Source: an optimization exercise on an open RTL-to-GDS flow (aim: a short achievable clock period and few clock cycles). Production flows keep margins and buffers that such runs may drop. Where RTL was checked, it was by simulation tests only, not by an equivalence proof against the original. For runs 1 and 2, only the layout was checked, not whether the RTL still works. No activity file was given, so power comes from the tool's default toggle rates.

## flow/design.v (module list and top-level ports; edited modules follow where they fit)
// module mcc_core: 224 lines
// module mcc_mul_a: 753 lines
// module mcc_mul_b: 388 lines
module mcc_core (
    input  wire        clk,
    input  wire        rst,           
    output wire [31:0] imem_addr,
    input  wire [31:0] imem_rdata,
    output wire        dmem_valid,
    output wire        dmem_we,
    output wire [31:0] dmem_addr,
    output wire [31:0] dmem_wdata,
    input  wire        dmem_ready,
    input  wire [31:0] dmem_rdata,
    output wire        wb_valid,
    output wire [3:0]  wb_reg,
    output wire [31:0] wb_data,
    output wire        halted
);
  // ...
==> flow/run.sh <==
#!/bin/bash
# synth_recipe.tcl (not shown) runs the flow's synth.tcl, then flattens the netlist and writes it again
# the make line also repeats each setting of config.mk as NAME=value (left out here)
make -C /OpenROAD-flow-scripts/flow DESIGN_CONFIG=/design/flow/config.mk WORK_HOME=/design/flow/orfs CLKGATE_MAP_FILE= SYNTH_SCRIPT=/design/flow/synth_recipe.tcl finish
==> flow/config.mk <==
export PLATFORM = sky130hd
export DESIGN_NAME = mcc_core
export DESIGN_NICKNAME = mcc_core
export VERILOG_FILES = /design/flow/design.v
export SDC_FILE = /design/flow/constraint.sdc
export NUM_CORES = 4
export LEC_CHECK = 0
export CAP_MARGIN = 20
export CORE_MARGIN = 2
export CORE_UTILIZATION = 40
export PLACE_DENSITY = 0.6
export SLEW_MARGIN = 20
==> flow/constraint.sdc <==
create_clock -name core_clock -period 10.0 [get_ports {clk}]
set_input_delay 2.0000 -clock core_clock [delete_from_list [all_inputs] [get_ports {clk}]]
set_output_delay 2.0000 -clock core_clock [all_outputs]
set_load 0.01 [all_outputs]
==> out/qor.txt, run 1 <==
Total GRT Usage: 31.39%
Area Growth Syn to Fin: 11.46%
most common cell in the synthesized netlist: edfxtp_1
Leak Pwr: 28.85 nW
pre-CTS setup slack: 3.275 ns
sink of the worst hold path: m_mul$_DFFE_PP_
Crit path depth: 18
crit-path cells: buf_4 > mux2i_1 > a211o_1 > and2_4 > inv_2 > ha_1 > fa_1 > o21bai_1 > a21oi_1 > nor2_1 > a221oi_1 > o31ai_1 > a21oi_1 > nor2_1 > nor2_1 > a21oi_1 > a32oi_1 > or4_1
Adder-Cell Fraction of Synth Area: 9.612%
worst reg2reg path endpoint: m_res[14]$_DFFE_PP_
initial drt markers: 8608
grt ovf: 0
post-synth top area share: 39.81%
I/O Buffers: 202
Synth area leaders: edfxtp_1 (40%), mux4_2 (9.4%), fa_1 (5.4%)
actual slew at the worst max-slew pin: 1.216 ns
Site Rows: 153
Syn Area/Cell: 10.71 um2
hpwl dp: 205100 um
Signal inverters: 374
Starting Density: 40.35%
worst hold path type: reg -> reg
peak supply drop: 1.218 mV
ANT cells: 6
Max Clk Rate: 146.6 MHz
CP Max Fanout: 32
total power: 29.09 mW
CP max-delay cell: o31ai_1
GR Layer Usage met1: 39.80%
P_sw: 15.12 mW
Synth cell types: 96
CTS root buffer: clkbuf_16
Slew headroom: 18.92%
Tap Cells: 2325
Req. time, crit path: 10.44 ns
cts repair resizes: 0
outcome: timing/DRC/antenna clean
==> module mcc_core, before the edit <==
module mcc_core (
    input  wire        clk,
    input  wire        rst,           
    output wire [31:0] imem_addr,
    input  wire [31:0] imem_rdata,
    output wire        dmem_valid,
    output wire        dmem_we,
    output wire [31:0] dmem_addr,
    output wire [31:0] dmem_wdata,
    input  wire        dmem_ready,
    input  wire [31:0] dmem_rdata,
    output wire        wb_valid,
    output wire [3:0]  wb_reg,
    output wire [31:0] wb_data,
    output wire        halted
);
    localparam [6:0] OP_ADD  = 7'd0,  OP_SUB  = 7'd1,  OP_AND  = 7'd2,
                     OP_OR   = 7'd3,  OP_XOR  = 7'd4,  OP_MUL  = 7'd5,
                     OP_SLL  = 7'd6,  OP_SRL  = 7'd7,  OP_SRA  = 7'd8,
                     OP_BEQ  = 7'd9,  OP_BNE  = 7'd10, OP_BLT  = 7'd11,
                     OP_BGT  = 7'd12, OP_BLE  = 7'd13, OP_BGE  = 7'd14,
                     OP_JAL  = 7'd15, OP_LW   = 7'd16, OP_SW   = 7'd17,
                     OP_LL   = 7'd18, OP_SC   = 7'd19, OP_HALT = 7'd20;
    reg [31:0] pc;
    reg        stopped;               
    reg        halted_r;
    reg [31:0] rf [2:15];             
    reg        e_valid;
    reg        e_wr;                  
    reg [3:0]  e_dest;
    reg        e_late;                
    reg        e_isel;
    reg [31:0] e_a, e_b, e_s, e_imm, e_pc1;
    reg        e_fa_m, e_fa_w, e_fb_m, e_fb_w, e_fs_m, e_fs_w;
    reg        e_add, e_sub, e_and, e_or, e_xor, e_sll, e_srl, e_sra;
    reg        e_jal, e_sc, e_mul, e_halt;
    reg        e_load, e_store, e_mem;
    reg        e_branch, e_pred;
    reg        e_beq, e_bne, e_blt, e_bgt, e_ble, e_bge;
    reg        m_valid;
    reg        m_wr;
    reg [3:0]  m_dest;
    reg        m_load, m_we, m_mem, m_mul, m_halt;
    reg [31:0] m_res;                 
    reg [31:0] m_addr;
    reg [31:0] m_sdata;
    reg        w_valid;
    reg [3:0]  w_dest;
    reg [31:0] w_val;
    wire [31:0] ins   = imem_rdata;
    wire        f_isel = ins[31];
    wire [6:0]  f_op  = ins[30:24];
    wire [3:0]  f_rd  = ins[23:20];
    wire [3:0]  f_rs  = ins[19:16];
    wire [3:0]  f_rt  = ins[15:12];
    wire [31:0] f_imm = {{20{ins[11]}}, ins[11:0]};
    wire f_alu    = (f_op <= OP_SRA);
    wire f_branch = (f_op >= OP_BEQ) && (f_op <= OP_BGE);
    wire f_jal    = (f_op == OP_JAL);
    wire f_load   = (f_op == OP_LW) || (f_op == OP_LL);
    wire f_sw     = (f_op == OP_SW);
    wire f_sc     = (f_op == OP_SC);
    wire f_halt   = (f_op == OP_HALT);
    wire f_mul    = (f_op == OP_MUL);
    wire f_mem    = f_load || f_sw || f_sc;
    wire       f_wr   = f_jal || ((f_alu || f_load || f_sc) && (f_rd >= 4'd2));
    wire [3:0] f_dest = f_jal ? 4'd15 : f_rd;
    wire       f_use_rd = f_sw || f_sc;
    function [31:0] rf_read(input [3:0] r);
        rf_read = (r < 4'd2) ? 32'd0 : rf[r];
    endfunction
    wire [31:0] f_a = rf_read(f_rs);
    wire [31:0] f_b = rf_read(f_rt);
    wire [31:0] f_s = rf_read(f_rd);
    wire hz_late = e_valid && e_wr && e_late &&
                   ((f_rs == e_dest) || (f_rt == e_dest) || (f_use_rd && f_rd == e_dest));
    wire em = e_valid && e_wr;
    wire mw = m_valid && m_wr;
    wire fa_m = em && (f_rs == e_dest);
    wire fb_m = em && (f_rt == e_dest);
    wire fs_m = em && (f_rd == e_dest);
    wire fa_w = mw && (f_rs == m_dest);
    wire fb_w = mw && (f_rt == m_dest);
    wire fs_w = mw && (f_rd == m_dest);
    wire f_pred = f_jal || (f_branch && (f_imm <= pc));
    wire [31:0] pc1 = pc + 32'd1;
    wire [31:0] x_a  = e_fa_m ? m_res : e_fa_w ? w_val : e_a;
    wire [31:0] x_bt = e_fb_m ? m_res : e_fb_w ? w_val : e_b;
    wire [31:0] x_b  = e_isel ? e_imm : x_bt;
    wire [31:0] x_s  = e_fs_m ? m_res : e_fs_w ? w_val : e_s;
    wire [31:0] x_sum = x_a + x_b;
    wire [31:0] x_dif = x_a - x_b;
    wire        x_big = |x_b[31:5];
    wire [31:0] x_sll = x_big ? 32'd0 : (x_a << x_b[4:0]);
    wire [31:0] x_srl = x_big ? 32'd0 : (x_a >> x_b[4:0]);
    wire [31:0] x_asr = $signed(x_a) >>> x_b[4:0];
    wire [31:0] x_sra = x_big ? {32{x_a[31]}} : x_asr;
    reg [31:0] x_res;
    always @(*) begin
        x_res = 32'd0;
        if (e_add) x_res = x_res | x_sum;
        if (e_sub) x_res = x_res | x_dif;
        if (e_and) x_res = x_res | (x_a & x_b);
        if (e_or)  x_res = x_res | (x_a | x_b);
        if (e_xor) x_res = x_res | (x_a ^ x_b);
        if (e_sll) x_res = x_res | x_sll;
        if (e_srl) x_res = x_res | x_srl;
        if (e_sra) x_res = x_res | x_sra;
        if (e_jal) x_res = x_res | e_pc1;
        if (e_sc)  x_res = x_res | 32'd1;
    end
    wire x_eq = (x_a == x_bt);
    wire x_lt = ($signed(x_a) < $signed(x_bt));
    wire x_taken = (e_beq && x_eq) || (e_bne && !x_eq) || (e_blt && x_lt) ||
                   (e_bgt && !x_lt && !x_eq) || (e_ble && (x_lt || x_eq)) ||
                   (e_bge && !x_lt);
    wire [166:0] x_mulq;
    mcc_mul_a u_mul_a (.a(x_a), .b(x_b), .q(x_mulq));
    reg  [166:0] m_mulq;
    wire [31:0]     m_prod;
    mcc_mul_b u_mul_b (.q(m_mulq), .p(m_prod));
    wire mstall = m_valid && m_mem && !dmem_ready;
    wire [31:0] m_val = m_load ? dmem_rdata : m_mul ? m_prod : m_res;
    assign dmem_valid = m_valid && m_mem;
    assign dmem_we    = m_we;
    assign dmem_addr  = m_addr;
    assign dmem_wdata = m_sdata;
    wire redirect = e_valid && e_branch && (x_taken != e_pred) && !mstall;
    wire issue    = !mstall && !redirect && !hz_late && !stopped;
    assign imem_addr = pc;
    assign wb_valid  = w_valid;
    assign wb_reg    = w_dest;
    assign wb_data   = w_val;
    assign halted    = halted_r;
    integer i;
    always @(posedge clk) begin
        if (rst) begin
            pc       <= 32'd0;
            stopped  <= 1'b0;
            halted_r <= 1'b0;
            e_valid  <= 1'b0;
            m_valid  <= 1'b0;
            w_valid  <= 1'b0;
            for (i = 2; i < 16; i = i + 1)
                rf[i] <= 32'd0;
        end else begin
            if (redirect)
                pc <= x_taken ? e_imm : e_pc1;
            else if (issue && !f_halt)
                pc <= f_pred ? f_imm : pc1;
            if (issue && f_halt)
                stopped <= 1'b1;
            if (!mstall) begin
                e_valid <= issue;
                if (issue) begin
                    e_wr     <= f_wr;
                    e_dest   <= f_dest;
                    e_late   <= f_load || f_mul;
                    e_isel   <= f_isel;
                    e_a      <= f_a;
                    e_b      <= f_b;
                    e_s      <= f_s;
                    e_imm    <= f_imm;
                    e_pc1    <= pc1;
                    e_fa_m   <= fa_m;
                    e_fa_w   <= fa_w && !fa_m;
                    e_fb_m   <= fb_m;
                    e_fb_w   <= fb_w && !fb_m;
                    e_fs_m   <= fs_m;
                    e_fs_w   <= fs_w && !fs_m;
                    e_add    <= (f_op == OP_ADD);
                    e_sub    <= (f_op == OP_SUB);
                    e_and    <= (f_op == OP_AND);
                    e_or     <= (f_op == OP_OR);
                    e_xor    <= (f_op == OP_XOR);
                    e_sll    <= (f_op == OP_SLL);
                    e_srl    <= (f_op == OP_SRL);
                    e_sra    <= (f_op == OP_SRA);
                    e_mul    <= f_mul;
                    e_jal    <= f_jal;
                    e_sc     <= f_sc;
                    e_halt   <= f_halt;
                    e_load   <= f_load;
                    e_store  <= f_sw || f_sc;
                    e_mem    <= f_mem;
                    e_branch <= f_branch;
                    e_pred   <= f_pred;
                    e_beq    <= (f_op == OP_BEQ);
                    e_bne    <= (f_op == OP_BNE);
                    e_blt    <= (f_op == OP_BLT);
                    e_bgt    <= (f_op == OP_BGT);
                    e_ble    <= (f_op == OP_BLE);
                    e_bge    <= (f_op == OP_BGE);
                end
            end
            if (!mstall) begin
                m_valid <= e_valid;
                m_wr    <= e_wr;
                m_dest  <= e_dest;
                m_load  <= e_load;
                m_we    <= e_store;
                m_mem   <= e_mem;
                m_mul   <= e_mul;
                m_halt  <= e_halt;
                m_res   <= x_res;
                m_addr  <= x_sum;
                m_sdata <= x_s;
                m_mulq  <= x_mulq;
            end
            if (!mstall) begin
                w_valid <= m_valid && m_wr;
                if (m_valid && m_wr) begin
                    w_dest <= m_dest;
                    w_val  <= m_val;
                    rf[m_dest] <= m_val;
                end
                if (m_valid && m_halt)
                    halted_r <= 1'b1;
            end else begin
                w_valid <= 1'b0;
            end
        end
    end
endmodule
==> run 2, diff against run 1 <==
--- a/flow/design.v
+++ b/flow/design.v
@@ -21,22 +21,31 @@
                      OP_BGT  = 7'd12, OP_BLE  = 7'd13, OP_BGE  = 7'd14,
                      OP_JAL  = 7'd15, OP_LW   = 7'd16, OP_SW   = 7'd17,
                      OP_LL   = 7'd18, OP_SC   = 7'd19, OP_HALT = 7'd20;
+    localparam BHT_B = 6;
+    localparam BHT_N = 1 << BHT_B;
     reg [31:0] pc;
     reg        stopped;               
     reg        halted_r;
+    reg        rst_q;                 
     reg [31:0] rf [2:15];             
+    reg [BHT_N-1:0] bht_seen;
+    reg [1:0]       bht_ctr [0:BHT_N-1];
     reg        e_valid;
     reg        e_wr;                  
     reg [3:0]  e_dest;
     reg        e_late;                
-    reg        e_isel;
-    reg [31:0] e_a, e_b, e_s, e_imm, e_pc1;
-    reg        e_fa_m, e_fa_w, e_fb_m, e_fb_w, e_fs_m, e_fs_w;
-    reg        e_add, e_sub, e_and, e_or, e_xor, e_sll, e_srl, e_sra;
-    reg        e_jal, e_sc, e_mul, e_halt;
-    reg        e_load, e_store, e_mem;
     reg        e_branch, e_pred;
+    reg [BHT_B-1:0] e_bidx;
+    reg        e_halt;
+    reg [31:0] e_imm, e_pc1, e_alt;
+    reg        e_add, e_sub, e_and, e_or, e_xor, e_sll, e_srl, e_sra;
+    reg        e_jal, e_sc, e_mul, e_load, e_store, e_mem;
     reg        e_beq, e_bne, e_blt, e_bgt, e_ble, e_bge;
+    reg [31:0] ea_a, ea_b;   reg ea_ar, ea_am, ea_aw, ea_br, ea_bm, ea_bw, ea_bi;    
+    reg [31:0] es_a, es_b;   reg es_ar, es_am, es_aw, es_br, es_bm, es_bw, es_bi;    
+    reg [31:0] ec_a, ec_b;   reg ec_ar, ec_am, ec_aw, ec_br, ec_bm, ec_bw;           
+    reg [31:0] ex_a, ex_b;   reg ex_ar, ex_am, ex_aw, ex_br, ex_bm, ex_bw, ex_bi;    
+    reg [31:0] ed_s;         reg ed_sr, ed_sm, ed_sw;                                
     reg        m_valid;
     reg        m_wr;
     reg [3:0]  m_dest;
@@ -79,43 +88,60 @@
     wire fa_m = em && (f_rs == e_dest);
     wire fb_m = em && (f_rt == e_dest);
     wire fs_m = em && (f_rd == e_dest);
-    wire fa_w = mw && (f_rs == m_dest);
-    wire fb_w = mw && (f_rt == m_dest);
-    wire fs_w = mw && (f_rd == m_dest);
-    wire f_pred = f_jal || (f_branch && (f_imm <= pc));
+    wire fa_w = mw && (f_rs == m_dest) && !fa_m;
+    wire fb_w = mw && (f_rt == m_dest) && !fb_m;
+    wire fs_w = mw && (f_rd == m_dest) && !fs_m;
+    wire fa_r = !fa_m && !fa_w;
+    wire fb_r = !fb_m && !fb_w;
+    wire fs_r = !fs_m && !fs_w;
+    wire [BHT_B-1:0] f_bidx = pc[BHT_B-1:0];
+    wire       f_seen   = bht_seen[f_bidx];
+    wire [1:0] f_ctr    = bht_ctr[f_bidx];
+    wire       f_static = (f_imm <= pc) || (f_op == OP_BNE);
+    wire       f_pred   = f_jal || (f_branch && (f_seen ? f_ctr[1] : f_static));
     wire [31:0] pc1 = pc + 32'd1;
-    wire [31:0] x_a  = e_fa_m ? m_res : e_fa_w ? w_val : e_a;
-    wire [31:0] x_bt = e_fb_m ? m_res : e_fb_w ? w_val : e_b;
-    wire [31:0] x_b  = e_isel ? e_imm : x_bt;
-    wire [31:0] x_s  = e_fs_m ? m_res : e_fs_w ? w_val : e_s;
-    wire [31:0] x_sum = x_a + x_b;
-    wire [31:0] x_dif = x_a - x_b;
-    wire        x_big = |x_b[31:5];
-    wire [31:0] x_sll = x_big ? 32'd0 : (x_a << x_b[4:0]);
-    wire [31:0] x_srl = x_big ? 32'd0 : (x_a >> x_b[4:0]);
-    wire [31:0] x_asr = $signed(x_a) >>> x_b[4:0];
-    wire [31:0] x_sra = x_big ? {32{x_a[31]}} : x_asr;
+    function [31:0] fwd3(input r, input [31:0] rv, input m, input w);
+        fwd3 = ({32{r}} & rv) | ({32{m}} & m_res) | ({32{w}} & w_val);
+    endfunction
+    wire [31:0] xa_a = fwd3(ea_ar, ea_a, ea_am, ea_aw);
+    wire [31:0] xa_b = fwd3(ea_br, ea_b, ea_bm, ea_bw) | ({32{ea_bi}} & e_imm);
+    wire [31:0] x_sum = xa_a + xa_b;
+    wire [31:0] x_dif = xa_a - xa_b;
+    wire [31:0] xs_a = fwd3(es_ar, es_a, es_am, es_aw);
+    wire [31:0] xs_b = fwd3(es_br, es_b, es_bm, es_bw) | ({32{es_bi}} & e_imm);
+    wire        x_big = |xs_b[31:5];
+    wire [31:0] x_shl = xs_a << xs_b[4:0];
+    wire [31:0] x_shr = xs_a >> xs_b[4:0];
+    wire [31:0] x_asr = $signed(xs_a) >>> xs_b[4:0];
+    wire [31:0] x_sll = x_big ? 32'd0 : x_shl;
+    wire [31:0] x_srl = x_big ? 32'd0 : x_shr;
+    wire [31:0] x_sra = x_big ? {32{xs_a[31]}} : x_asr;
     reg [31:0] x_res;
     always @(*) begin
         x_res = 32'd0;
         if (e_add) x_res = x_res | x_sum;
         if (e_sub) x_res = x_res | x_dif;
-        if (e_and) x_res = x_res | (x_a & x_b);
-        if (e_or)  x_res = x_res | (x_a | x_b);
-        if (e_xor) x_res = x_res | (x_a ^ x_b);
+        if (e_and) x_res = x_res | (xa_a & xa_b);
+        if (e_or)  x_res = x_res | (xa_a | xa_b);
+        if (e_xor) x_res = x_res | (xa_a ^ xa_b);
         if (e_sll) x_res = x_res | x_sll;
         if (e_srl) x_res = x_res | x_srl;
         if (e_sra) x_res = x_res | x_sra;
         if (e_jal) x_res = x_res | e_pc1;
         if (e_sc)  x_res = x_res | 32'd1;
     end
-    wire x_eq = (x_a == x_bt);
-    wire x_lt = ($signed(x_a) < $signed(x_bt));
+    wire [31:0] xc_a = fwd3(ec_ar, ec_a, ec_am, ec_aw);
+    wire [31:0] xc_b = fwd3(ec_br, ec_b, ec_bm, ec_bw);
+    wire x_eq = (xc_a == xc_b);
+    wire x_lt = ($signed(xc_a) < $signed(xc_b));
     wire x_taken = (e_beq && x_eq) || (e_bne && !x_eq) || (e_blt && x_lt) ||
                    (e_bgt && !x_lt && !x_eq) || (e_ble && (x_lt || x_eq)) ||
                    (e_bge && !x_lt);
+    wire [31:0] xx_a = fwd3(ex_ar, ex_a, ex_am, ex_aw);
+    wire [31:0] xx_b = fwd3(ex_br, ex_b, ex_bm, ex_bw) | ({32{ex_bi}} & e_imm);
     wire [166:0] x_mulq;
-    mcc_mul_a u_mul_a (.a(x_a), .b(x_b), .q(x_mulq));
+    mcc_mul_a u_mul_a (.a(xx_a), .b(xx_b), .q(x_mulq));
+    wire [31:0] x_s = fwd3(ed_sr, ed_s, ed_sm, ed_sw);
     reg  [166:0] m_mulq;
     wire [31:0]     m_prod;
     mcc_mul_b u_mul_b (.q(m_mulq), .p(m_prod));
@@ -125,14 +151,14 @@
     assign dmem_we    = m_we;
     assign dmem_addr  = m_addr;
     assign dmem_wdata = m_sdata;
-    wire redirect = e_valid && e_branch && (x_taken != e_pred) && !mstall;
+    wire mispred  = e_valid && e_branch && (x_taken != e_pred);
+    wire redirect = mispred && !mstall;
     wire issue    = !mstall && !redirect && !hz_late && !stopped;
     assign imem_addr = pc;
     assign wb_valid  = w_valid;
     assign wb_reg    = w_dest;
     assign wb_data   = w_val;
     assign halted    = halted_r;
-    integer i;
     always @(posedge clk) begin
         if (rst) begin
             pc       <= 32'd0;
@@ -141,79 +167,17 @@
             e_valid  <= 1'b0;
             m_valid  <= 1'b0;
             w_valid  <= 1'b0;
-            for (i = 2; i < 16; i = i + 1)
-                rf[i] <= 32'd0;
         end else begin
             if (redirect)
-                pc <= x_taken ? e_imm : e_pc1;
+                pc <= e_alt;
             else if (issue && !f_halt)
                 pc <= f_pred ? f_imm : pc1;
             if (issue && f_halt)
                 stopped <= 1'b1;
             if (!mstall) begin
                 e_valid <= issue;
-                if (issue) begin
-                    e_wr     <= f_wr;
-                    e_dest   <= f_dest;
-                    e_late   <= f_load || f_mul;
-                    e_isel   <= f_isel;
-                    e_a      <= f_a;
-                    e_b      <= f_b;
-                    e_s      <= f_s;
-                    e_imm    <= f_imm;
-                    e_pc1    <= pc1;
-                    e_fa_m   <= fa_m;
-                    e_fa_w   <= fa_w && !fa_m;
-                    e_fb_m   <= fb_m;
-                    e_fb_w   <= fb_w && !fb_m;
-                    e_fs_m   <= fs_m;
-                    e_fs_w   <= fs_w && !fs_m;
-                    e_add    <= (f_op == OP_ADD);
-                    e_sub    <= (f_op == OP_SUB);
-                    e_and    <= (f_op == OP_AND);
-                    e_or     <= (f_op == OP_OR);
-                    e_xor    <= (f_op == OP_XOR);
-                    e_sll    <= (f_op == OP_SLL);
-                    e_srl    <= (f_op == OP_SRL);
-                    e_sra    <= (f_op == OP_SRA);
-                    e_mul    <= f_mul;
-                    e_jal    <= f_jal;
-                    e_sc     <= f_sc;
-                    e_halt   <= f_halt;
-                    e_load   <= f_load;
-                    e_store  <= f_sw || f_sc;
-                    e_mem    <= f_mem;
-                    e_branch <= f_branch;
-                    e_pred   <= f_pred;
-                    e_beq    <= (f_op == OP_BEQ);
-                    e_bne    <= (f_op == OP_BNE);
-                    e_blt    <= (f_op == OP_BLT);
-                    e_bgt    <= (f_op == OP_BGT);
-                    e_ble    <= (f_op == OP_BLE);
-                    e_bge    <= (f_op == OP_BGE);
-                end
-            end
-            if (!mstall) begin
                 m_valid <= e_valid;
-                m_wr    <= e_wr;
-                m_dest  <= e_dest;
-                m_load  <= e_load;
-                m_we    <= e_store;
-                m_mem   <= e_mem;
-                m_mul   <= e_mul;
-                m_halt  <= e_halt;
-                m_res   <= x_res;
-                m_addr  <= x_sum;
-                m_sdata <= x_s;
-                m_mulq  <= x_mulq;
-            end
-            if (!mstall) begin
                 w_valid <= m_valid && m_wr;
-                if (m_valid && m_wr) begin
-                    w_dest <= m_dest;
-                    w_val  <= m_val;
-                    rf[m_dest] <= m_val;
-                end
                 if (m_valid && m_halt)
                     halted_r <= 1'b1;
             end else begin
@@ -221,6 +185,87 @@
             end
         end
     end
+    integer i;
+    always @(posedge clk) begin
+        rst_q <= rst;
+        if (rst_q) begin
+            for (i = 2; i < 16; i = i + 1)
+                rf[i] <= 32'd0;
+            bht_seen <= {BHT_N{1'b0}};
+            for (i = 0; i < BHT_N; i = i + 1)
+                bht_ctr[i] <= 2'b00;
+        end else begin
+            if (m_valid && m_wr)
+                rf[m_dest] <= m_val;
+            if (e_valid && e_branch && !mstall) begin
+                bht_seen[e_bidx] <= 1'b1;
+                if (!bht_seen[e_bidx])
+                    bht_ctr[e_bidx] <= x_taken ? 2'b10 : 2'b01;
+                else if (x_taken && bht_ctr[e_bidx] != 2'b11)
+                    bht_ctr[e_bidx] <= bht_ctr[e_bidx] + 2'b01;
+                else if (!x_taken && bht_ctr[e_bidx] != 2'b00)
+                    bht_ctr[e_bidx] <= bht_ctr[e_bidx] - 2'b01;
+            end
+        end
+    end
+    always @(posedge clk) begin
+        if (!mstall) begin
+            e_wr     <= f_wr;
+            e_dest   <= f_dest;
+            e_late   <= f_load || f_mul;
+            e_branch <= f_branch;
+            e_pred   <= f_pred;
+            e_bidx   <= f_bidx;
+            e_halt   <= f_halt;
+            e_imm    <= f_imm;
+            e_pc1    <= pc1;
+            e_alt    <= f_pred ? pc1 : f_imm;
+            e_add    <= (f_op == OP_ADD);
+            e_sub    <= (f_op == OP_SUB);
+            e_and    <= (f_op == OP_AND);
+            e_or     <= (f_op == OP_OR);
+            e_xor    <= (f_op == OP_XOR);
+            e_sll    <= (f_op == OP_SLL);
+            e_srl    <= (f_op == OP_SRL);
+            e_sra    <= (f_op == OP_SRA);
+            e_mul    <= f_mul;
+            e_jal    <= f_jal;
+            e_sc     <= f_sc;
+            e_load   <= f_load;
+            e_store  <= f_sw || f_sc;
+            e_mem    <= f_mem;
+            e_beq    <= (f_op == OP_BEQ);
+            e_bne    <= (f_op == OP_BNE);
+            e_blt    <= (f_op == OP_BLT);
+            e_bgt    <= (f_op == OP_BGT);
+            e_ble    <= (f_op == OP_BLE);
+            e_bge    <= (f_op == OP_BGE);
+            ea_a <= f_a; ea_ar <= fa_r; ea_am <= fa_m; ea_aw <= fa_w;
+            ea_b <= f_b; ea_br <= fb_r && !f_isel; ea_bm <= fb_m && !f_isel; ea_bw <= fb_w && !f_isel; ea_bi <= f_isel;
+            es_a <= f_a; es_ar <= fa_r; es_am <= fa_m; es_aw <= fa_w;
+            es_b <= f_b; es_br <= fb_r && !f_isel; es_bm <= fb_m && !f_isel; es_bw <= fb_w && !f_isel; es_bi <= f_isel;
+            ec_a <= f_a; ec_ar <= fa_r; ec_am <= fa_m; ec_aw <= fa_w;
+            ec_b <= f_b; ec_br <= fb_r; ec_bm <= fb_m; ec_bw <= fb_w;
+            ex_a <= f_a; ex_ar <= fa_r; ex_am <= fa_m; ex_aw <= fa_w;
+            ex_b <= f_b; ex_br <= fb_r && !f_isel; ex_bm <= fb_m && !f_isel; ex_bw <= fb_w && !f_isel; ex_bi <= f_isel;
+            ed_s <= f_s; ed_sr <= fs_r; ed_sm <= fs_m; ed_sw <= fs_w;
+            m_wr    <= e_wr;
+            m_dest  <= e_dest;
+            m_load  <= e_load;
+            m_we    <= e_store;
+            m_mem   <= e_mem;
+            m_mul   <= e_mul;
+            m_halt  <= e_halt;
+            m_res   <= x_res;
+            m_addr  <= x_sum;
+            m_sdata <= x_s;
+            if (m_valid && m_wr) begin
+                w_dest <= m_dest;
+                w_val  <= m_val;
+            end
+        end
+        m_mulq <= x_mulq;
+    end
 endmodule
 module mcc_mul_a (input wire [31:0] a, input wire [31:0] b, output wire [166:0] q);
     wire one0 = b[0] ^ 1'b0;
--- a/flow/config.mk
+++ b/flow/config.mk
@@ -5,8 +5,10 @@
 export SDC_FILE = /design/flow/constraint.sdc
 export NUM_CORES = 4
 export LEC_CHECK = 0
-export CAP_MARGIN = 20
+export ABC_CLOCK_PERIOD_IN_PS = 2500
+export CAP_MARGIN = 30
 export CORE_MARGIN = 2
 export CORE_UTILIZATION = 40
 export PLACE_DENSITY = 0.6
+export SETUP_SLACK_MARGIN = 5
 export SLEW_MARGIN = 20
==> run 2 against run 1 <==
Effect of this change:
- utilization is 0.94 points higher
- highest routed layer unchanged
- setup slack better by 1.6 ns
- fmax increased by 32%
- clock skew down 0.036 ns
- sequential cell count rose by 249
- clock power increased by 21%
- critical path type unchanged
- critical endpoint is now m_res[31]$_DFFE_PN_
- worst hold slack about the same
- critical path depth fell by 2
- non-clock buffer count increased by 130
- combinational power decreased by 15%
- largest power group unchanged
- design area increased by 17%
==> out/qor.txt, run 2 <==
setup repair after global routing missed its margin: true
first-pass GRT wire length: 466400 um
Post-Syn Area: 0.08015 mm2
Total GRT Usage: 31.30% (-0.091 points)
CTS Hold Buffers Added: 0
HP Start: e_halt$_DFFE_PN_
CP Launch Type: flip-flop
reg2reg start: ex_am$_DFFE_PN_
pre-CTS setup slack: 2.669 ns (-0.6060 ns)
max reg flops: 448
hpwl dp: 221900 um (+8.2%)
register clock-pin slew on the reported worst setup and hold paths: 0.06 ns
Die Wd: 451.6 um
commonest non-fill, non-tap cell in the layout: edfxtp_1
actual slew at the worst max-slew pin: 1.117 ns (-0.09891 ns)
fin util: 45.92%
Ports: 203
Power Density: 301.4 mW/mm2
Req. time, crit path: 10.61 ns (+0.17 ns)
share of layout cells above drive strength 1: 16.72%
Seq cells post-synth: 1219
outcome: timing/DRC/antenna clean
top cells by count, synth: edfxtp_1 (938), nor2_1 (850), clkbuf_1 (545), a21oi_1 (525), nand2_1 (450)
crit share post-route: 51.82%
via count: 67630
Period minus WS final: 5.182 ns
MaxCap Viol Count: 0
CTS root buffer: clkbuf_16
I/O Buffers: 202 (unchanged)
# setup viols final: 0
Synth cell types: 91 (-5.2%)
critical path type: reg -> reg
Syn Area/Cell: 10.67 um2 (-0.37%)
Leak Pwr: 33.77 nW (+17%)
Worst-Skew Late Latency: 0.85 ns
internal cell power: 15.18 mW
peak supply drop: 0.8133 mV (-33%)
setup_tns: 0 ns
clock group share of total power: 18.5%
wire length per cell: 32.20 um
total power: 27.60 mW (-5.1%)
post-synth top area share: 35.14% (-4.7 points)
initial drt markers: 10860 (+26%)
area leader, netlist: edfxtp_1
Final ANT Viol Nets: 0
Most flops, register: rf
Sw Share: 45.01%
Die Span Y: 451.6 um
clk sinks: 1219
worst hold path type: reg -> reg
EDFF count, synth: 938
largest registers: rf (448), m_mulq (167), bht_ctr (128)
Critical Path AT: 5.80 ns
final hold vios: 0
DRT Pass-1 Iters: 10
full die area: 0.2040 mm2
Seq pwr share: 23.0%
H-tree Lvls: 4
clock buffer count from CTS: 136
CP Max Fanout: 34 (+6.3%)
Slew Viols, Final: 0
final worst slack: 4.818 ns
Ys Warns: 1
Synth area leaders: edfxtp_1 (35%), mux4_2 (11%), dfxtp_1 (7.0%)
cells after synthesis: 7510
Clock Skews: 0.04899 ns
sequential share of the synthesized area: 42.16%
clk buf depth: 3
vias in the first global route: 64800
residual DRC count: 0
P_sw: 12.43 mW (-18%)
Avg Vias per Cell: 6.587
CTS tree: done
routed wire length: 330500 um
largest net degree at the start of global routing: 105
asr flop ratio synth: 0%
gpl congestion: 1.029
Site Rows: 164 (+7.2%)
part of the power in combinational logic: 58.5%
critical path launch point: ex_am$_DFFE_PN_
core area: 0.1995 mm2
grt ovf: 0 (unchanged)
syn_nets: 8001
Area Growth Syn to Fin: 14.28%
Slew headroom: 25.36% (+6.4 points)
initial antenna violation count: 16
most common cell in the synthesized netlist: edfxtp_1
Synth Flop Type: edfxtp_1
CP endpoint kind: flip-flop
placed cell area: 0.08507 mm2
Post-layout nets: 7981
commonest non-fill, non-tap cells in the layout: edfxtp_1 (938), nor2_1 (838), a21oi_1 (511)
Max Clk Rate: 193.0 MHz (+32%)
design area: 0.09159 mm2
Starting Density: 40.18% (-0.17 points)
[run 2: cell count changes in the layout (fill, tap and decap cells not counted), sizes merged, moves of 54 or more]
cell / previous run / this run
clkbuf: 122 / 187
nor2: 770 / 850
mux4: 294 / 378
buf: 180 / 304
nand2: 376 / 450
o21ai: 294 / 348
nor3: 81 / 177
a222oi: 0 / 71
dfxtp: 37 / 281
[run 2: final timing paths]
check | depth (start not counted) | end | slack [ns]
max | 16 | m_res[31]$_DFFE_PN_ | 4.82
min | 0 | m_halt$_DFFE_PN_ | 0.42
max reg2reg | 16 | m_res[31]$_DFFE_PN_ | 4.82
min reg2reg | 0 | m_halt$_DFFE_PN_ | 0.42
[run 2: stage by stage]
stage | hold slack [ns] | instances
5_1_grt | 0.4337 | 10260
2_1_floorplan | 0.4003 | 7510
4_1_cts | 0.4196 | 10220
6_report | 0.4188 | 10270
3_3_place_gp | 0.4029 | 9926
3_5_place_dp | 0.4052 | 9941
[run 2: cell families (layout without fill, tap and decap cells)]
| logic type | count (synthesis) | count (layout) | share of synthesized area [%] |
|---|---|---|---|
| multiplexers | 727 | 727 | 15.16 |
| adder cells (fa/ha/maj) | 424 | 424 | 8.418 |
| other | 0 | 9 | 0 |
| buffers and inverters | 1108 | 1194 | 5.225 |
| AO/OA/AOI/OAI | 1854 | 1856 | 15.32 |
| XOR/XNOR | 355 | 355 | 3.879 |
| AND/OR/NAND/NOR | 1823 | 1826 | 9.827 |
| flip-flops | 1219 | 1219 | 42.16 |
[run 2: final cells by class]
type,instances,area [um2]
diodes,9,22.52
flip-flops and latches,1219,33800
clock buffers,178,3685
multi-input cells,5188,43430
repair buffers,503,4832
inverters,442,1714
clock inverters,71,783.3
well taps,2656,3323
fillers,18420,107900
[run 2: repair_timing]
item                                    in CTS  in global routing
gates resized for setup                    143                164
gates cloned                                 2                  8
pin swaps                                   15                 38
endpoints found under the setup margin     565                496
hold endpoints to repair                     0                  0
setup buffers                               29                 16
[run 2: worst max-delay path: stages, from the launching register on]
cell	delay, ns
edfxtp_1	0.36
buf_8	0.26
a22oi_1	0.14
nand2_1	0.08
buf_4	0.22
buf_4	0.42
clkinv_1	0.49
buf_4	0.38
nor2_1	0.24
a211oi_1	0.08
a21oi_1	0.43
mux2i_2	0.26
mux2i_1	0.40
and2_1	0.19
a31oi_1	0.08
o21ai_0	0.42
a211o_1	0.38
[run 2: power by group through the flow]
stage          sequential (mW)  combinational (mW)  clock (mW)
2_1_floorplan             6.39                8.93           0
3_3_place_gp              6.44                13.7           0
3_5_place_dp              6.46                13.9           0
4_1_cts                   6.36                14.6        5.16
5_1_grt                   6.41                17.2        5.35
6_report                  6.35                16.1        5.12
[run 2: per-layer routing]
layer / wire length (um) / global-route usage (%) / vias to the layer above
li1: - / - / 27990
met1: 120100 / 40.42 / 33460
met2: 144000 / 46.98 / 5049
met3: 39760 / 7.205 / 1117
met4: 26640 / 20.89 / 16
met5: 97 / 0 / -
==> run 3, diff against run 2 <==
--- a/flow/design.v
+++ b/flow/design.v
@@ -37,7 +37,7 @@
     reg        e_branch, e_pred;
     reg [BHT_B-1:0] e_bidx;
     reg        e_halt;
-    reg [31:0] e_imm, e_pc1, e_alt;
+    reg [31:0] e_imm, e_pc1;
     reg        e_add, e_sub, e_and, e_or, e_xor, e_sll, e_srl, e_sra;
     reg        e_jal, e_sc, e_mul, e_load, e_store, e_mem;
     reg        e_beq, e_bne, e_blt, e_bgt, e_ble, e_bge;
@@ -53,6 +53,9 @@
     reg [31:0] m_res;                 
     reg [31:0] m_addr;
     reg [31:0] m_sdata;
+    reg        sb_valid;
+    reg [31:0] sb_addr;
+    reg [31:0] sb_data;
     reg        w_valid;
     reg [3:0]  w_dest;
     reg [31:0] w_val;
@@ -75,8 +78,15 @@
     wire       f_wr   = f_jal || ((f_alu || f_load || f_sc) && (f_rd >= 4'd2));
     wire [3:0] f_dest = f_jal ? 4'd15 : f_rd;
     wire       f_use_rd = f_sw || f_sc;
+    wire       f_ua = (f_op <= OP_XOR) || f_mem;           
+    wire       f_us = (f_op >= OP_SLL) && (f_op <= OP_SRA);  
     function [31:0] rf_read(input [3:0] r);
-        rf_read = (r < 4'd2) ? 32'd0 : rf[r];
+        integer k;
+        begin
+            rf_read = 32'd0;
+            for (k = 2; k < 16; k = k + 1)
+                rf_read = rf_read | ({32{r == k}} & rf[k]);
+        end
     endfunction
     wire [31:0] f_a = rf_read(f_rs);
     wire [31:0] f_b = rf_read(f_rt);
@@ -145,12 +155,14 @@
     reg  [166:0] m_mulq;
     wire [31:0]     m_prod;
     mcc_mul_b u_mul_b (.q(m_mulq), .p(m_prod));
-    wire mstall = m_valid && m_mem && !dmem_ready;
+    wire mstall = m_valid && (((m_mem || m_halt) && sb_valid) || (m_load && !dmem_ready));
+    wire sb_post = m_valid && m_we && !sb_valid && !dmem_ready;
     wire [31:0] m_val = m_load ? dmem_rdata : m_mul ? m_prod : m_res;
-    assign dmem_valid = m_valid && m_mem;
-    assign dmem_we    = m_we;
-    assign dmem_addr  = m_addr;
-    assign dmem_wdata = m_sdata;
+    assign dmem_valid = sb_valid || (m_valid && m_mem);
+    assign dmem_we    = sb_valid || m_we;
+    assign dmem_addr  = sb_valid ? sb_addr : m_addr;
+    assign dmem_wdata = sb_valid ? sb_data : m_sdata;
+    wire [31:0] x_alt = e_pred ? e_pc1 : e_imm;
     wire mispred  = e_valid && e_branch && (x_taken != e_pred);
     wire redirect = mispred && !mstall;
     wire issue    = !mstall && !redirect && !hz_late && !stopped;
@@ -167,9 +179,14 @@
             e_valid  <= 1'b0;
             m_valid  <= 1'b0;
             w_valid  <= 1'b0;
+            sb_valid <= 1'b0;
         end else begin
+            if (sb_valid && dmem_ready)
+                sb_valid <= 1'b0;
+            else if (sb_post)
+                sb_valid <= 1'b1;
             if (redirect)
-                pc <= e_alt;
+                pc <= x_alt;
             else if (issue && !f_halt)
                 pc <= f_pred ? f_imm : pc1;
             if (issue && f_halt)
@@ -219,7 +236,6 @@
             e_halt   <= f_halt;
             e_imm    <= f_imm;
             e_pc1    <= pc1;
-            e_alt    <= f_pred ? pc1 : f_imm;
             e_add    <= (f_op == OP_ADD);
             e_sub    <= (f_op == OP_SUB);
             e_and    <= (f_op == OP_AND);
@@ -240,15 +256,23 @@
             e_bgt    <= (f_op == OP_BGT);
             e_ble    <= (f_op == OP_BLE);
             e_bge    <= (f_op == OP_BGE);
-            ea_a <= f_a; ea_ar <= fa_r; ea_am <= fa_m; ea_aw <= fa_w;
-            ea_b <= f_b; ea_br <= fb_r && !f_isel; ea_bm <= fb_m && !f_isel; ea_bw <= fb_w && !f_isel; ea_bi <= f_isel;
-            es_a <= f_a; es_ar <= fa_r; es_am <= fa_m; es_aw <= fa_w;
-            es_b <= f_b; es_br <= fb_r && !f_isel; es_bm <= fb_m && !f_isel; es_bw <= fb_w && !f_isel; es_bi <= f_isel;
-            ec_a <= f_a; ec_ar <= fa_r; ec_am <= fa_m; ec_aw <= fa_w;
-            ec_b <= f_b; ec_br <= fb_r; ec_bm <= fb_m; ec_bw <= fb_w;
-            ex_a <= f_a; ex_ar <= fa_r; ex_am <= fa_m; ex_aw <= fa_w;
-            ex_b <= f_b; ex_br <= fb_r && !f_isel; ex_bm <= fb_m && !f_isel; ex_bw <= fb_w && !f_isel; ex_bi <= f_isel;
-            ed_s <= f_s; ed_sr <= fs_r; ed_sm <= fs_m; ed_sw <= fs_w;
+            ea_ar <= fa_r && f_ua; ea_am <= fa_m && f_ua; ea_aw <= fa_w && f_ua;
+            ea_br <= fb_r && f_ua && !f_isel; ea_bm <= fb_m && f_ua && !f_isel;
+            ea_bw <= fb_w && f_ua && !f_isel; ea_bi <= f_isel && f_ua;
+            es_ar <= fa_r && f_us; es_am <= fa_m && f_us; es_aw <= fa_w && f_us;
+            es_br <= fb_r && f_us && !f_isel; es_bm <= fb_m && f_us && !f_isel;
+            es_bw <= fb_w && f_us && !f_isel; es_bi <= f_isel && f_us;
+            ec_ar <= fa_r && f_branch; ec_am <= fa_m && f_branch; ec_aw <= fa_w && f_branch;
+            ec_br <= fb_r && f_branch; ec_bm <= fb_m && f_branch; ec_bw <= fb_w && f_branch;
+            ex_ar <= fa_r && f_mul; ex_am <= fa_m && f_mul; ex_aw <= fa_w && f_mul;
+            ex_br <= fb_r && f_mul && !f_isel; ex_bm <= fb_m && f_mul && !f_isel;
+            ex_bw <= fb_w && f_mul && !f_isel; ex_bi <= f_isel && f_mul;
+            ed_sr <= fs_r && f_use_rd; ed_sm <= fs_m && f_use_rd; ed_sw <= fs_w && f_use_rd;
+            if (f_ua) begin ea_a <= f_a; ea_b <= f_b; end
+            if (f_us) begin es_a <= f_a; es_b <= f_b; end
+            if (f_branch) begin ec_a <= f_a; ec_b <= f_b; end
+            if (f_mul) begin ex_a <= f_a; ex_b <= f_b; end
+            if (f_use_rd) ed_s <= f_s;
             m_wr    <= e_wr;
             m_dest  <= e_dest;
             m_load  <= e_load;
@@ -264,6 +288,10 @@
                 w_val  <= m_val;
             end
         end
+        if (!sb_valid) begin
+            sb_addr <= m_addr;
+            sb_data <= m_sdata;
+        end
         m_mulq <= x_mulq;
     end
 endmodule
==> run 3 against run 2 <==
Effect of this change:
- still clean on timing, DRC and antenna
- synthesized cell count is 20% higher
- critical path depth decreased by 4
- wire length up 29%
- fmax increased by 1.3%
- register-to-register slack better by 0.07 ns
- die area up 12%
- largest cell class unchanged
==> out/qor.txt, run 3 <==
CP Max Fanout: 20 (-41%)
Most flops, register: rf
met3 Usage GRT: 12.91% (+5.7 points)
Power Density: 144.7 mW/mm2 (-52%)
via count: 84860 (+25%)
final worst slack: 4.887 ns (+0.06890 ns)
clock buffer count from CTS: 163 (+20%)
crit share post-route: 51.13% (-0.69 points)
Max Clk Rate: 195.6 MHz (+1.3%)
actual slew at the worst max-slew pin: 1.314 ns (+0.1965 ns)
clk sinks: 1461 (+20%)
register clock-pin slew on the reported worst setup and hold paths: 0.07 ns (about the same)
reg2reg start: ea_bi$_DFFE_PN_
Seq pwr share: 45.9% (+23 points)
post-synth top area share: 37.41% (+2.3 points)
Period minus WS final: 5.113 ns (-0.06890 ns)
Die Wd: 477.0 um (+5.6%)
part of the power in combinational logic: 11.6% (-47 points)
Critical Path AT: 5.63 ns (-0.17 ns)
area leader, netlist: edfxtp_1
Ports: 203 (unchanged)
top cells by count, synth: edfxtp_1 (1115), nor2_1 (894), clkbuf_1 (765), nand2_1 (659), a22oi_1 (543)
residual DRC count: 0 (unchanged)
Syn Area/Cell: 9.893 um2 (-7.3%)
sequential share of the synthesized area: 45.15% (+3.0 points)
core area: 0.2223 mm2 (+11%)
final hold vios: 0 (unchanged)
Post-Syn Area: 0.08950 mm2 (+12%)
placed cell area: 0.09460 mm2 (+11%)
P_sw: 4.066 mW (-67%)
total power: 14.94 mW (-46%)
outcome: timing/DRC/antenna clean
largest registers: rf (448), m_mulq (167), bht_ctr (128)
critical path launch point: ea_bi$_DFFE_PN_
final std cells w/o fill: 12150 (+18%)
gr busiest metal: met2
initial drt markers: 16810 (+55%)
full die area: 0.2275 mm2 (+12%)
grt ovf: 0 (unchanged)
Avg Vias per Cell: 6.986 (+6.0%)
Site Rows: 173 (+5.5%)
crit path to: m_res[31]$_DFFE_PN_
Ys Warns: 1 (unchanged)
Worst-Skew Late Latency: 0.87 ns (+0.02 ns)
commonest non-fill, non-tap cells in the layout: edfxtp_1 (1115), nor2_1 (852), nand2_1 (647)
Worst R2R Path Depth: 12 (-4)
pre-CTS setup slack: 3.075 ns (+0.4055 ns)
# setup viols final: 0 (unchanged)
Die Span Y: 477.0 um (+5.6%)
r2r setup slk: 4.89 ns (+0.07 ns)
hpwl dp: 270500 um (+22%)
design area: 0.1032 mm2 (+13%)
Starting Density: 40.26% (+0.075 points)
GR Layer Usage met1: 43.85% (+3.4 points)
Slew Viols, Final: 0 (unchanged)
sequential cell area: 0.04042 mm2 (+20%)
most common cell in the synthesized netlist: edfxtp_1
worst reg2reg path endpoint: m_res[31]$_DFFE_PN_
share of layout cells above drive strength 1: 13.57% (-3.2 points)
vias in the first global route: 79430 (+23%)
cells after synthesis: 9046 (+20%)
Sw Share: 27.21% (-18 points)
Req. time, crit path: 10.51 ns (-0.10 ns)
met2 usage: 53.42% (+6.4 points)
routed wire length: 427900 um (+29%)
EDFF count, synth: 1115 (+19%)
DRT Pass-1 Iters: 13 (+3)
max reg flops: 448 (unchanged)
CTS root buffer: clkbuf_16
peak supply drop: 0.1902 mV (-77%)
wire length per cell: 35.23 um (+9.4%)
Leak Pwr: 37.66 nW (+11%)
Total GRT Usage: 36.01% (+4.7 points)
worst hold path type: reg -> reg
largest net degree at the start of global routing: 74 (-30%)
I/O Buffers: 202 (unchanged)
setup repair after global routing missed its margin: true
Synth Flop Type: edfxtp_1
commonest non-fill, non-tap cell in the layout: edfxtp_1
CP endpoint kind: flip-flop
Slew headroom: 12.42% (-13 points)
gpl congestion: 0.9934 (-3.5%)
clock group share of total power: 42.5% (+24 points)
critical path type: reg -> reg
CTS tree: done
Final ANT Viol Nets: 0 (unchanged)
asr flop ratio synth: 0% (unchanged)
Synth cell types: 95 (+4.4%)
Synth area leaders: edfxtp_1 (37%), dfxtp_1 (7.7%), a22oi_1 (4.6%)
area of the multi-input gates: 0.04545 mm2 (+4.7%)
internal cell power: 10.88 mW (-28%)
hold path depth: 0 (unchanged)
MaxCap Viol Count: 0 (unchanged)
clk buf depth: 3 (unchanged)
Area Growth Syn to Fin: 15.37%
initial antenna violation count: 30 (+14)
dpl cells: 11610 (+17%)
setup_tns: 0 ns (unchanged)
Seq cells post-synth: 1461 (+20%)
Clock Skews: 0.06389 ns (+0.01490 ns)
Fillers: 20560 (+12%)
first-pass GRT wire length: 595500 um (+28%)
H-tree Lvls: 4 (unchanged)
syn_nets: 9531 (+19%)
CP Launch Type: flip-flop
Post-layout nets: 9508 (+19%)
run 3: cell types whose count changed in the layout (fill, tap and decap cells not counted), sizes merged, moves of 169 or more:
| cell | before | now |
|---|---|---|
| a22oi | 181 | 543 |
| buf | 304 | 495 |
| edfxtp | 938 | 1115 |
| mux4 | 378 | 79 |
| nand2 | 450 | 660 |
| xnor2 | 322 | 153 |
run 3: power by group through the flow:
stage / sequential (mW) / combinational [mW] / clock, mW
after floorplan: 6.90 / 0.879 / 0
after global placement: 6.99 / 1.49 / 0
after detailed placement: 7.00 / 1.50 / 0
after CTS: 6.86 / 1.60 / 6.36
after global routing: 6.87 / 1.77 / 6.58
final: 6.86 / 1.73 / 6.35
run 3: worst max-delay path: stages, from the launching register on:
cell and delay [ns]:
edfxtp_1 0.62, nand2_1 0.19, buf_4 0.34, nand4_1 0.64
ha_1 0.70, inv_1 0.11, o21ai_0 0.14, a21oi_1 0.36
o22ai_1 0.15, a211oi_2 0.44, o311a_1 0.31, o31ai_1 0.10
or4_1 0.68
run 3: kinds of logic after synthesis:
family / Yosys count / synth area share (%)
AO/OA/AOI/OAI: 2853 / 22.61
flip-flops: 1461 / 45.15
AND/OR/NAND/NOR: 2444 / 12.36
adder cells (fa/ha/maj): 421 / 7.488
XOR/XNOR: 188 / 1.840
buffers and inverters: 1370 / 5.838
multiplexers: 309 / 4.716
run 3: layer usage:
metal / vias up / routed length (um)
met5: - / 67
li1: 34350 / -
met2: 7576 / 180700
met4: 10 / 36770
met1: 40930 / 146700
met3: 2000 / 63690
run 3: final cells by class:
type | instances | area share, %
multi-input cells | 6225 | 44.02
clock inverters | 82 | 0.9464
diodes | 17 | 0.04120
well taps | 2975 | 3.605
repair inverters | 1 | 0.008483
clock buffers | 215 | 4.426
repair buffers | 698 | 6.047
inverters | 473 | 1.756
flip-flops and latches | 1461 | 39.15
run 3: worst min path at each step:
| stage | from | endpoint | slack [ns] |
|---|---|---|---|
| global placement | e_mul$_DFFE_PN_ | m_mul$_DFFE_PN_ | 0.40 |
| floorplan | e_halt$_DFFE_PN_ | m_halt$_DFFE_PN_ | 0.40 |
| finish | e_mul$_DFFE_PN_ | m_mul$_DFFE_PN_ | 0.42 |
| CTS | e_mul$_DFFE_PN_ | m_mul$_DFFE_PN_ | 0.42 |
| global route | e_mul$_DFFE_PN_ | m_mul$_DFFE_PN_ | 0.44 |
| detailed placement | e_mul$_DFFE_PN_ | m_mul$_DFFE_PN_ | 0.41 |
run 3: stage by stage:
step | utilization [%] | hold WS, ns
2_1_floorplan | - | 0.4003
3_3_place_gp | 42.47 | 0.4040
3_5_place_dp | 42.55 | 0.4057
4_1_cts | 45.88 | 0.4220
5_1_grt | 46.43 | 0.4416
6_report | 46.44 | 0.4204
run 3: repair_timing:
action	CTS	global route
pin swaps	30	29
hold buffers	0	0
setup endpoints to repair	470	454
gates resized for setup	115	84
cloned	11	2
setup buffers	114	83
Testbench counts of run 3, summed over its fixed seeds: cycles 50,174.

[what the ideal ports hide]
No port has a modelled driver above. Below, the same layouts with a new extraction and two added sets of constraints. Step 1 (the two cells are an assumption about what drives the block):
set clk [get_ports {clk}]
set_driving_cell -lib_cell sky130_fd_sc_hd__clkbuf_16 $clk
set_driving_cell -lib_cell sky130_fd_sc_hd__buf_2 [delete_from_list [all_inputs] $clk]
Step 2 also shifts input and output timing later by t, the mid clock arrival at the registers, as if the neighbouring blocks saw the same clock. Three values: ideal ports, drivers, drivers and shift; two values: the first two.
run | shift t [ns] | setup WS [ns] | worst setup path at the end
run 1 | 0.848 | 3.178 / 3.178 / 3.178 | register to register
run 2 | 0.909 | 4.818 / 4.818 / 4.301 | input to register
run 3 | 0.932 | 4.887 / 4.887 / 4.146 | input to register
After both steps every run listed still meets setup and hold. For run 3, which loses most, drivers alone change the setup slack by 0.000 ns; drivers and shift together by -0.741 ns.
